Source: an optimization exercise on an open RTL-to-GDS flow (aim: small area). Production flows keep margins and buffers that such runs may drop.
Function was checked by simulation only, so behaviour that the tests miss may differ from the original.
Power figures rest on the tool's default switching activity, not on a simulated workload.

==> flow/design.v <==
module grbl_stepper (
    input  wire        clk,
    input  wire        rst,
    input  wire [5:0]  cfg_invert_mask,
    input  wire        cfg_invert_enable,
    input  wire [15:0] cfg_accel_period,
    input  wire [31:0] cfg_min_rate,
    input  wire        tick,
    input  wire        pulse_reset,
    input  wire        cmd_valid,
    input  wire [7:0]  cmd,
    input  wire [3:0]  seg_head,
    input  wire [2:0]  blk_head,
    output wire [6:0]  mem_addr,
    input  wire [31:0] mem_rdata,
    output reg  [5:0]  pins,
    output reg         disable_line,
    output reg         tick_enabled,
    output reg  [1:0]  run_state,
    output reg         cycle_stop,
    output reg  [3:0]  fault,
    output reg  [3:0]  seg_tail,
    output reg  [2:0]  blk_tail,
    output reg  [31:0] pos_x,
    output reg  [31:0] pos_y,
    output reg  [31:0] pos_z
);
    localparam N = 10;
    localparam RS_IDLE = 2'd0, RS_QUEUED = 2'd1, RS_RUNNING = 2'd2, RS_HOLD = 2'd3;
    localparam RAMP_CRUISE = 2'd0, RAMP_ACCEL = 2'd1, RAMP_DECEL = 2'd2;
    localparam LOAD_NONE = 2'd0, LOAD_SEGMENT = 2'd1, LOAD_BLOCK = 2'd2;
    localparam F_NONE = 4'd0, F_ZERO_STEP = 4'd2, F_BAD_INDEX = 4'd3,
               F_RESERVED = 4'd4, F_NO_BLOCK = 4'd5, F_BAD_BLOCK = 4'd6,
               F_RESET_RUN = 4'd7, F_CONFIG = 4'd9;
    localparam C_INIT = 8'h01, C_RESET = 8'h02, C_WAKE_UP = 8'h03,
               C_GO_IDLE = 8'h04, C_CYCLE_START = 8'h05, C_FEED_HOLD = 8'h06,
               C_REINIT = 8'h07, C_QUEUE = 8'h09, C_CLEAR_STOP = 8'h0A;
    localparam S_IDLE  = 3'd0,   
               S_START = 3'd1,   
               S_SEG   = 3'd2,   
               S_FETCH = 3'd3,   
               S_APPLY = 3'd4,   
               S_CALC  = 3'd5;   
    reg [2:0]  state;
    reg [3:0]  fidx;
    reg signed [31:0] counter_x, counter_y, counter_z;
    reg signed [31:0] counter_d;
    reg [31:0] rate;
    reg [7:0]  segment_steps;
    reg [1:0]  cur_flag;       
    reg [3:0]  cur_data;
    reg [1:0]  load_state;
    reg [1:0]  ramp_state;
    reg [15:0] ramp_count;
    reg [5:0]  out_bits;
    reg        staged;
    reg        pulse_armed;
    reg        block_load;     
    reg [31:0] b_steps_x, b_steps_y, b_steps_z, b_events;
    reg [2:0]  b_dir;
    reg [31:0] d_step_dist, d_init_rate, d_nominal, d_delta;
    reg [31:0] b_dir_word;
    wire cfg_bad = (cfg_accel_period < 16'd2) | cfg_min_rate[31];
    wire [3:0] fetch_nblk = block_load ? 4'd5 : 4'd0;
    wire [3:0] fetch_end  = fetch_nblk + 4'd4;    
    wire [1:0] fetch_data_f = fidx[1:0] - fetch_nblk[1:0];
    reg [6:0] addr_c;
    always @(*) begin
        addr_c = {3'b000, seg_tail};
        if (state == S_FETCH) begin
            if (fidx < fetch_nblk)
                addr_c = {1'b1, blk_tail, fidx[2:0]};
            else
                addr_c = 7'h10 + {1'b0, cur_data, 2'b00} + {5'd0, fetch_data_f};
        end
    end
    assign mem_addr = addr_c;
    wire [15:0] seg_w = mem_rdata[15:0];
    wire [3:0]  seg_fault = (seg_w[15:14] != 2'b00) ? F_RESERVED :
                            (seg_w[11:8] >= N)      ? F_BAD_INDEX :
                            (seg_w[7:0] == 8'd0)    ? F_ZERO_STEP : F_NONE;
    wire blk_bad = (b_events == 32'd0) | b_events[31] |
                   (b_steps_x > b_events) | (b_steps_y > b_events) |
                   (b_steps_z > b_events) | ((b_dir_word & ~32'h38) != 32'd0);
    wire [31:0] init_rate_fl = (d_init_rate > cfg_min_rate) ? d_init_rate : cfg_min_rate;
    wire [1:0]  ld_ramp_state = block_load ? RAMP_ACCEL : ramp_state;
    wire [15:0] ld_ramp_count = block_load ? {1'b0, cfg_accel_period[15:1]} : ramp_count;
    reg [1:0]  ap_ramp_state;
    reg [15:0] ap_ramp_count;
    always @(*) begin
        ap_ramp_state = ld_ramp_state;
        ap_ramp_count = ld_ramp_count;
        if (cur_flag[1]) begin
            if (ld_ramp_state == RAMP_CRUISE)
                ap_ramp_count = {1'b0, cfg_accel_period[15:1]};
            else if (ld_ramp_state == RAMP_ACCEL)
                ap_ramp_count = cfg_accel_period - ld_ramp_count;
            ap_ramp_state = RAMP_DECEL;
        end
    end
    wire [15:0] rc_dec = (ramp_count == 16'd0) ? 16'd0 : ramp_count - 16'd1;
    wire        accel_tick = (ramp_state != RAMP_CRUISE) && (rc_dec == 16'd0);
    wire [32:0] rate_sum = {1'b0, rate} + {1'b0, d_delta};
    reg [31:0] rate_adj;
    reg [1:0]  calc_ramp_state;
    always @(*) begin
        rate_adj = rate;
        calc_ramp_state = ramp_state;
        if (ramp_state == RAMP_ACCEL) begin
            if (rate_sum >= {1'b0, d_nominal}) begin
                rate_adj = d_nominal;
                calc_ramp_state = RAMP_CRUISE;
            end else begin
                rate_adj = rate_sum[31:0];
            end
        end else begin
            if (rate > d_delta)
                rate_adj = rate - d_delta;
            else
                rate_adj = rate >> 1;
        end
    end
    wire [31:0] rate_fl  = (rate_adj > cfg_min_rate) ? rate_adj : cfg_min_rate;
    wire [31:0] rate_new = accel_tick ? rate_fl : rate;
    wire [1:0]  ramp_state_new = accel_tick ? calc_ramp_state : ramp_state;
    wire [15:0] ramp_count_new = (ramp_state == RAMP_CRUISE) ? ramp_count :
                                 accel_tick ? cfg_accel_period : rc_dec;
    wire signed [31:0] cd_sub = counter_d - $signed(rate_new);
    wire step_event = cd_sub[31];
    wire signed [31:0] cx_sub = counter_x - $signed(b_steps_x);
    wire signed [31:0] cy_sub = counter_y - $signed(b_steps_y);
    wire signed [31:0] cz_sub = counter_z - $signed(b_steps_z);
    wire step_x = cx_sub[31];
    wire step_y = cy_sub[31];
    wire step_z = cz_sub[31];
    wire [7:0] seg_steps_dec = segment_steps - 8'd1;
    wire [5:0] ob = {b_dir, step_z, step_y, step_x};
    wire [3:0] seg_tail_inc = (seg_tail == N - 1) ? 4'd0 : seg_tail + 4'd1;
    wire tick_ok = tick && tick_enabled && (fault == F_NONE) && !pulse_armed &&
                   (state == S_IDLE);
    task automatic do_init;
        begin
            counter_x <= 32'sd0; counter_y <= 32'sd0; counter_z <= 32'sd0;
            segment_steps <= 8'd0; counter_d <= 32'sd0; rate <= 32'd0;
            out_bits <= 6'd0; staged <= 1'b0;
            ramp_state <= RAMP_CRUISE; ramp_count <= 16'd0;
            cur_flag <= 2'd0; cur_data <= 4'd0; load_state <= LOAD_BLOCK;
            seg_tail <= 4'd0; blk_tail <= 3'd0;
            pos_x <= 32'd0; pos_y <= 32'd0; pos_z <= 32'd0;
            run_state <= RS_IDLE;
            tick_enabled <= 1'b0; pulse_armed <= 1'b0;
            pins <= cfg_invert_mask;
            disable_line <= ~cfg_invert_enable;
            cycle_stop <= 1'b0;
            fault <= F_NONE;
            state <= S_IDLE;
            fidx <= 4'd0;
            block_load <= 1'b0;
        end
    endtask
    task automatic go_idle;
        begin
            tick_enabled <= 1'b0;
            disable_line <= ~cfg_invert_enable;
            state <= S_IDLE;
        end
    endtask
    always @(posedge clk) begin
        if (rst) begin
            do_init;
            if (cfg_bad)
                fault <= F_CONFIG;
        end else if (cmd_valid && cmd == C_INIT) begin
            if (cfg_bad)
                fault <= F_CONFIG;
            else
                do_init;
        end else if (fault == F_NONE) begin
            if (pulse_reset && pulse_armed) begin
                pins <= {pins[5:3], cfg_invert_mask[2:0]};
                pulse_armed <= 1'b0;
            end
            if (cmd_valid) begin
                case (cmd)
                    C_RESET: begin
                        if (tick_enabled) begin
                            fault <= F_RESET_RUN;
                        end else begin
                            counter_x <= 32'sd0; counter_y <= 32'sd0; counter_z <= 32'sd0;
                            segment_steps <= 8'd0; counter_d <= 32'sd0; rate <= 32'd0;
                            out_bits <= 6'd0; staged <= 1'b0;
                            ramp_state <= RAMP_CRUISE; ramp_count <= 16'd0;
                            cur_flag <= 2'd0; cur_data <= 4'd0;
                            load_state <= LOAD_BLOCK;
                            seg_tail <= 4'd0;
                        end
                    end
                    C_WAKE_UP: begin
                        disable_line <= cfg_invert_enable;
                        if (run_state == RS_RUNNING && !tick_enabled) begin
                            staged <= 1'b0;
                            out_bits <= cfg_invert_mask;
                            tick_enabled <= 1'b1;
                        end
                    end
                    C_GO_IDLE: go_idle;
                    C_CYCLE_START: begin
                        if (run_state == RS_QUEUED) begin
                            run_state <= RS_RUNNING;
                            disable_line <= cfg_invert_enable;
                            if (!tick_enabled) begin
                                staged <= 1'b0;
                                out_bits <= cfg_invert_mask;
                                tick_enabled <= 1'b1;
                            end
                        end
                    end
                    C_FEED_HOLD: begin
                        if (run_state == RS_RUNNING)
                            run_state <= RS_HOLD;
                    end
                    C_REINIT: begin
                        if (run_state == RS_HOLD && !tick_enabled)
                            run_state <= RS_IDLE;
                    end
                    C_QUEUE: begin
                        if (run_state == RS_IDLE)
                            run_state <= RS_QUEUED;
                    end
                    C_CLEAR_STOP: begin
                        cycle_stop <= 1'b0;
                        if (run_state == RS_RUNNING && !tick_enabled)
                            run_state <= RS_IDLE;
                    end
                    default: ;
                endcase
            end
            case (state)
                S_IDLE: begin
                    if (tick_ok) begin
                        if (staged) begin
                            pins <= out_bits;
                            pulse_armed <= 1'b1;
                            staged <= 1'b0;
                        end
                        state <= S_START;
                    end
                end
                S_START: begin
                    if (load_state != LOAD_NONE) begin
                        if (run_state == RS_HOLD) begin
                            go_idle;
                        end else if (seg_tail == seg_head) begin
                            go_idle;
                            cycle_stop <= 1'b1;
                        end else begin
                            state <= S_SEG;
                        end
                    end else begin
                        state <= S_CALC;
                    end
                end
                S_SEG: begin
                    if (seg_fault != F_NONE) begin
                        fault <= seg_fault;
                        state <= S_IDLE;
                    end else if (load_state == LOAD_BLOCK && blk_tail == blk_head) begin
                        fault <= F_NO_BLOCK;
                        state <= S_IDLE;
                    end else begin
                        segment_steps <= seg_w[7:0];
                        cur_flag <= seg_w[13:12];
                        cur_data <= seg_w[11:8];
                        block_load <= (load_state == LOAD_BLOCK);
                        fidx <= 4'd0;
                        state <= S_FETCH;
                    end
                end
                S_FETCH: begin
                    if (fidx != 4'd0) begin
                        if (fidx - 4'd1 < fetch_nblk) begin
                            case (fidx - 4'd1)
                                4'd0: b_steps_x <= mem_rdata;
                                4'd1: b_steps_y <= mem_rdata;
                                4'd2: b_steps_z <= mem_rdata;
                                4'd3: b_events  <= mem_rdata;
                                default: b_dir_word <= mem_rdata;
                            endcase
                        end else begin
                            case (fidx - 4'd1 - fetch_nblk)
                                4'd0: d_step_dist <= mem_rdata;
                                4'd1: d_init_rate <= mem_rdata;
                                4'd2: d_nominal   <= mem_rdata;
                                default: d_delta  <= mem_rdata;
                            endcase
                        end
                    end
                    if (fidx == fetch_end)
                        state <= S_APPLY;
                    fidx <= fidx + 4'd1;
                end
                S_APPLY: begin
                    if (block_load && blk_bad) begin
                        fault <= F_BAD_BLOCK;
                        state <= S_IDLE;
                    end else begin
                        if (block_load) begin
                            b_dir <= b_dir_word[5:3];
                            out_bits <= {b_dir_word[5:3], 3'b000} ^ cfg_invert_mask;
                            staged <= 1'b1;
                            counter_x <= $signed({1'b0, b_events[31:1]});
                            counter_y <= $signed({1'b0, b_events[31:1]});
                            counter_z <= $signed({1'b0, b_events[31:1]});
                            counter_d <= $signed(d_step_dist);
                            rate <= init_rate_fl;
                        end
                        ramp_state <= ap_ramp_state;
                        ramp_count <= ap_ramp_count;
                        load_state <= LOAD_NONE;
                        state <= S_CALC;
                    end
                end
                S_CALC: begin
                    rate <= rate_new;
                    ramp_state <= ramp_state_new;
                    ramp_count <= ramp_count_new;
                    if (step_event) begin
                        counter_d <= cd_sub + $signed(d_step_dist);
                        counter_x <= step_x ? cx_sub + $signed(b_events) : cx_sub;
                        counter_y <= step_y ? cy_sub + $signed(b_events) : cy_sub;
                        counter_z <= step_z ? cz_sub + $signed(b_events) : cz_sub;
                        if (step_x) pos_x <= b_dir[0] ? pos_x - 32'd1 : pos_x + 32'd1;
                        if (step_y) pos_y <= b_dir[1] ? pos_y - 32'd1 : pos_y + 32'd1;
                        if (step_z) pos_z <= b_dir[2] ? pos_z - 32'd1 : pos_z + 32'd1;
                        segment_steps <= seg_steps_dec;
                        if (seg_steps_dec == 8'd0) begin
                            if (cur_flag[0]) begin
                                blk_tail <= blk_tail + 3'd1;
                                load_state <= LOAD_BLOCK;
                            end else begin
                                load_state <= LOAD_SEGMENT;
                            end
                            seg_tail <= seg_tail_inc;
                        end
                        out_bits <= ob ^ cfg_invert_mask;
                        staged <= 1'b1;
                    end else begin
                        counter_d <= cd_sub;
                    end
                    state <= S_IDLE;
                end
                default: state <= S_IDLE;
            endcase
        end
    end
endmodule
==> flow/run.sh <==
#!/bin/bash
# synth_recipe.tcl (not shown) runs the flow's synth.tcl, then flattens the netlist and writes it again
# the make line also repeats each setting of config.mk as NAME=value (left out here)
make -C /OpenROAD-flow-scripts/flow DESIGN_CONFIG=/design/flow/config.mk WORK_HOME=/design/flow/orfs CLKGATE_MAP_FILE= SYNTH_SCRIPT=/design/flow/synth_recipe.tcl finish
==> flow/config.mk <==
export PLATFORM = sky130hd
export DESIGN_NAME = grbl_stepper
export DESIGN_NICKNAME = grbl_stepper
export VERILOG_FILES = /design/flow/design.v
export SDC_FILE = /design/flow/constraint.sdc
export NUM_CORES = 4
export LEC_CHECK = 0
export CAP_MARGIN = 20
export CORE_MARGIN = 2
export CORE_UTILIZATION = 40
export SLEW_MARGIN = 20
==> flow/constraint.sdc <==
create_clock -name core_clock -period 12.5 [get_ports {clk}]
set_input_delay 2.5000 -clock core_clock [delete_from_list [all_inputs] [get_ports {clk}]]
set_output_delay 2.5000 -clock core_clock [all_outputs]
set_load 0.01 [all_outputs]
==> notes.md <==
* Cell taking the most area after synthesis: edfxtp_1
* Crit Path Category: reg2reg
* Final worst setup slack at about 730 ps
* Hold-fix buffers, CTS at 0
* Worst min-delay path category: reg2reg
* Required @ worst endpoint at between 10000 and 15000 ps
* Port bufs at roughly 230
* Routed wire length at about 230000 um
* Antenna violation net count after detailed routing at 0
* Max Slew Vio Count at 0
* Switching Fraction at approximately a quarter
* Flop2flop setup slack at approximately 730 ps
* Core ar. at 139000 um^2
* Sequential area share after synthesis at around 28%
* Relative max-transition margin at between 10% and 20%
* Worst R2R Start: rate[4]$_SDFFE_PP0P_
* Residual DRC at 0
* Area contributors post-synth: edfxtp_1, ha_1, dfxtp_1
* Net load switching power at between 1 and 1.5 mW
* Via count at ~56000
* Power share of the clock group at 50.8%
* Flops & latches, synth at 619
* Yosys cell types at a little over 100
* Clock latency on the worst-skew pair at roughly 710 ps
* Comb power frac at between 5 and 6%
* Worst Path Arrival at roughly 12000 ps
* CTS H-tree lvls at 3
* Worst reg2reg endpoint: counter_d[29]$_SDFFE_PP0P_
* Grt ovf at 0
* Post-synth top area share at 16.2%
* I/O pin count at between 200 and 250
* Tmin final at between 10000 and 15000 ps
* Setup WS pre-CTS at between 150 and 200 ps
* Non-filler cells, final at roughly 9000
* Chip Height at around 380 um
* Syn_nets at around 7500
* Layout cells sized above 1 at under 10%
* Fill cells at about 14000
* Clock-pin slew on the worst setup and hold paths at roughly 60 ps
* Worst path slowest cell: o41a_1
* Synth-to-Final Area Change at 16.0%
* Count leader, synth: a21oi_1
* Power Internal at ~3.7 mW
* Number of enable flip-flop cells after synthesis at 302
* Async SR Flop Fraction at 0%
* Yosys warns at 1
* Clock Sinks at 619
* P per Cell Area at between 70 and 80 nW/um^2
* Fmax at approximately 0.085 GHz
* 1st-iter DRT viols at roughly 6400
* Util after Layout at 46.6%
* Final setup vio count at 0
* Setup tns final at 0 ps
* Drt first pass iters at 7
* Hold path depth at 2
* Most frequent CP cell: buf_4
* Global-route wire length before repair at 335000 um
* R2R cell count at 55
* CP Launch Type: flop
* Tightest Pin Transition at between 1000 and 1500 ps
* Num rows at between 100 and 150
* Synthesized instance count at 6786
* Avg WL per Cell at 25.2 um
* Vias in the first global route at between 50000 and 60000
* Crit share post-route at a little over nine tenths
* P_leak at approximately 28 nW
* Initial antenna violation count at 14
* Starting Density at about two fifths
* Gr usage total at 30.9%
* Worst Setup End Kind: flop
* Clock tree buffer depth at 3
* Syn Std Cell Area at 55800 um^2
* Final #Nets at 7838
* Final hold violations at 0
* Die Width at 378 um
* Hold Slack at approximately 470 ps
* Placed cells at about 8900
* Vias per cell at 6.18
* Syn_area_per_cell at 8.23 um^2
* Placer congestion estimate at 1.00
* Flop pwr share at 43.6%
* Pin count of the biggest net entering global routing at 64
* Status: no timing/DRC/antenna violations
* CTS tree: done
* Synth cell count leaders: a21oi_1, ha_1, nand2_1
* Dpl hpwl at 170000 um
* Crit path max fanout at 11
* Clock Tree Root: clkbuf_16
* Hold path start: counter_x[15]$_SDFFE_PP0P_
* Clk_skew at between 50 and 60 ps
* Crit-path max cell delay at ~470 ps
* TritonCTS Buffers at 79
* Total die area at about 140000 um^2
* Hold Path Sink: counter_x[15]$_SDFFE_PP0P_
* Max_cap viols at 0
* Main synth FF type: dfxtp_1
* Max rail drop VDD at approximately 0.094 mV
[flip-flops by register name, indices dropped and copies added, names as in the netlist, 8 cells and up]
register / flops
pos_y: 32
b_events: 32
d_init_rate: 32
pos_x: 32
counter_y: 32
b_steps_x: 32
segment_steps: 8
counter_z: 32
pos_z: 32
b_steps_y: 32
rate: 32
b_steps_z: 32
b_dir_word: 32
counter_x: 32
d_delta: 32
d_step_dist: 32
d_nominal: 32
counter_d: 32
ramp_count: 16
[through the flow]
| step | total power [mW] | cell area, um^2 |
|---|---|---|
| 2_1_floorplan | 2.28 | 55800 |
| 3_3_place_gp | 2.44 | 61800 |
| 3_5_place_dp | 2.45 | 61900 |
| 4_1_cts | 4.92 | 64600 |
| 5_1_grt | 5.01 | 64800 |
| 6_report | 4.89 | 64800 |
[logic make-up (layout without fill, tap and decap cells)]
family	Yosys count	after routing	share of synthesized area [%]
other cells	0	4	0
xor+xnor	383	383	6.01
compound gates	2426	2426	28.3
mux	168	168	3.10
fa+ha+maj	643	643	14.6
simple gates	1834	1834	15.5
buf+inv	713	1081	4.96
flops	619	619	27.6
[layout by cell type, fill, tap and decap left out, types with 68 or more instances in the layout]
cell	count
a211oi_1	157
a21o_1	230
a21oi_1	630
a31oi_1	80
buf_4	277
clkbuf_16	83
clkdlybuf4s50_1	230
dfxtp_1	316
edfxtp_1	302
ha_1	629
inv_1	406
mux2i_1	130
nand2_1	561
nand2b_1	68
nand3_1	133
nand4_1	85
nor2_1	486
nor3_1	120
o211ai_1	80
o21a_1	93
o21ai_0	506
xnor2_1	263
xor2_1	117
[worst max-delay path by stage]
stage                         start                    endpoint  slack [ps]  cells past startpoint
2_1_floorplan  rate[1]$_SDFFE_PP0P_  counter_d[27]$_SDFFE_PP0P_        1030                     59
3_3_place_gp   rate[0]$_SDFFE_PP0P_  counter_d[29]$_SDFFE_PP0P_         390                     61
3_5_place_dp   rate[0]$_SDFFE_PP0P_  counter_d[29]$_SDFFE_PP0P_         180                     61
4_1_cts        rate[0]$_SDFFE_PP0P_  counter_d[29]$_SDFFE_PP0P_          50                     61
5_1_grt        d_delta[0]$_DFFE_PP_  counter_d[29]$_SDFFE_PP0P_        -100                     59
6_report       rate[4]$_SDFFE_PP0P_  counter_d[29]$_SDFFE_PP0P_         730                     55
[per-layer routing]
| layer | track usage (%) | part of all wire, % | vias up |
|---|---|---|---|
| met3 | 6.31 | 9.2 | 552 |
| met4 | 13.4 | 4.9 | 18 |
| met1 | 41.0 | 42 | 26731 |
| met2 | 48.4 | 43 | 2582 |
| li1 | - | - | 25935 |
| met5 | 0 | 0.049 | - |
[what timing repair did]
action / 4_1_cts / 5_1_grt
setup buffers: 0 / 1
gates resized for setup: 0 / 29
endpoints found under the setup margin: 0 / 248
[power groups by stage]
stage / registers (mW) / clock network (mW) / logic (mW)
final: 2.13 / 2.48 / 0.276
after global routing: 2.13 / 2.59 / 0.287
after CTS: 2.13 / 2.51 / 0.270
after detailed placement: 2.18 / 0 / 0.269
after global placement: 2.18 / 0 / 0.268
after floorplan: 2.18 / 0 / 0.106
[cell type report]
type	instances	area [um^2]	area share, %
Inverter	410	1540	2.38
Clock inverter	51	563	0.869
Clock buffer	96	2180	3.36
Tap cell	1876	2350	3.62
Timing Repair Buffer	524	4700	7.25
Multi-Input combinational cell	5454	38000	58.7
Antenna cell	4	10.0	0.0155
Sequential cell	619	15400	23.8
[worst max-delay path: cells and delay by family (launching register included)]
family	cells	cell delay, ps
xor gates and xnor gates	3	720
DFF	1	390
and+or+nand+nor	13	2500
buffers and inverters	9	1340
muxes	4	820
AOI/OAI and AO/OA	21	4440
adders and majority gates	5	1400

==> afterwards: timing with drivers on the ports <==
Ports are ideal in the flow. The routed layout listed here was re-timed in OpenROAD.
Step 1: set_driving_cell puts a clkbuf_16 on clk and a buf_2 on each other input, an assumption about the parent block.
Step 2 times the ports against the registers' clock, not the clock port: input delays grow and output delays shrink by t, the midpoint of the rising clock arrivals with the driver on.
Three values: ideal, step 1, step 2; two values: the first two.
shift t [ns]: 0.750
slack for setup (ns): 0.734 / 0.734 / 0.734
worst hold slack (ns): 0.465 / 0.465 / 0.465
After both steps setup and hold are still met in this run. The setup slack of this run moves by 0.000 ns with the drivers and by 0.000 ns with both steps.
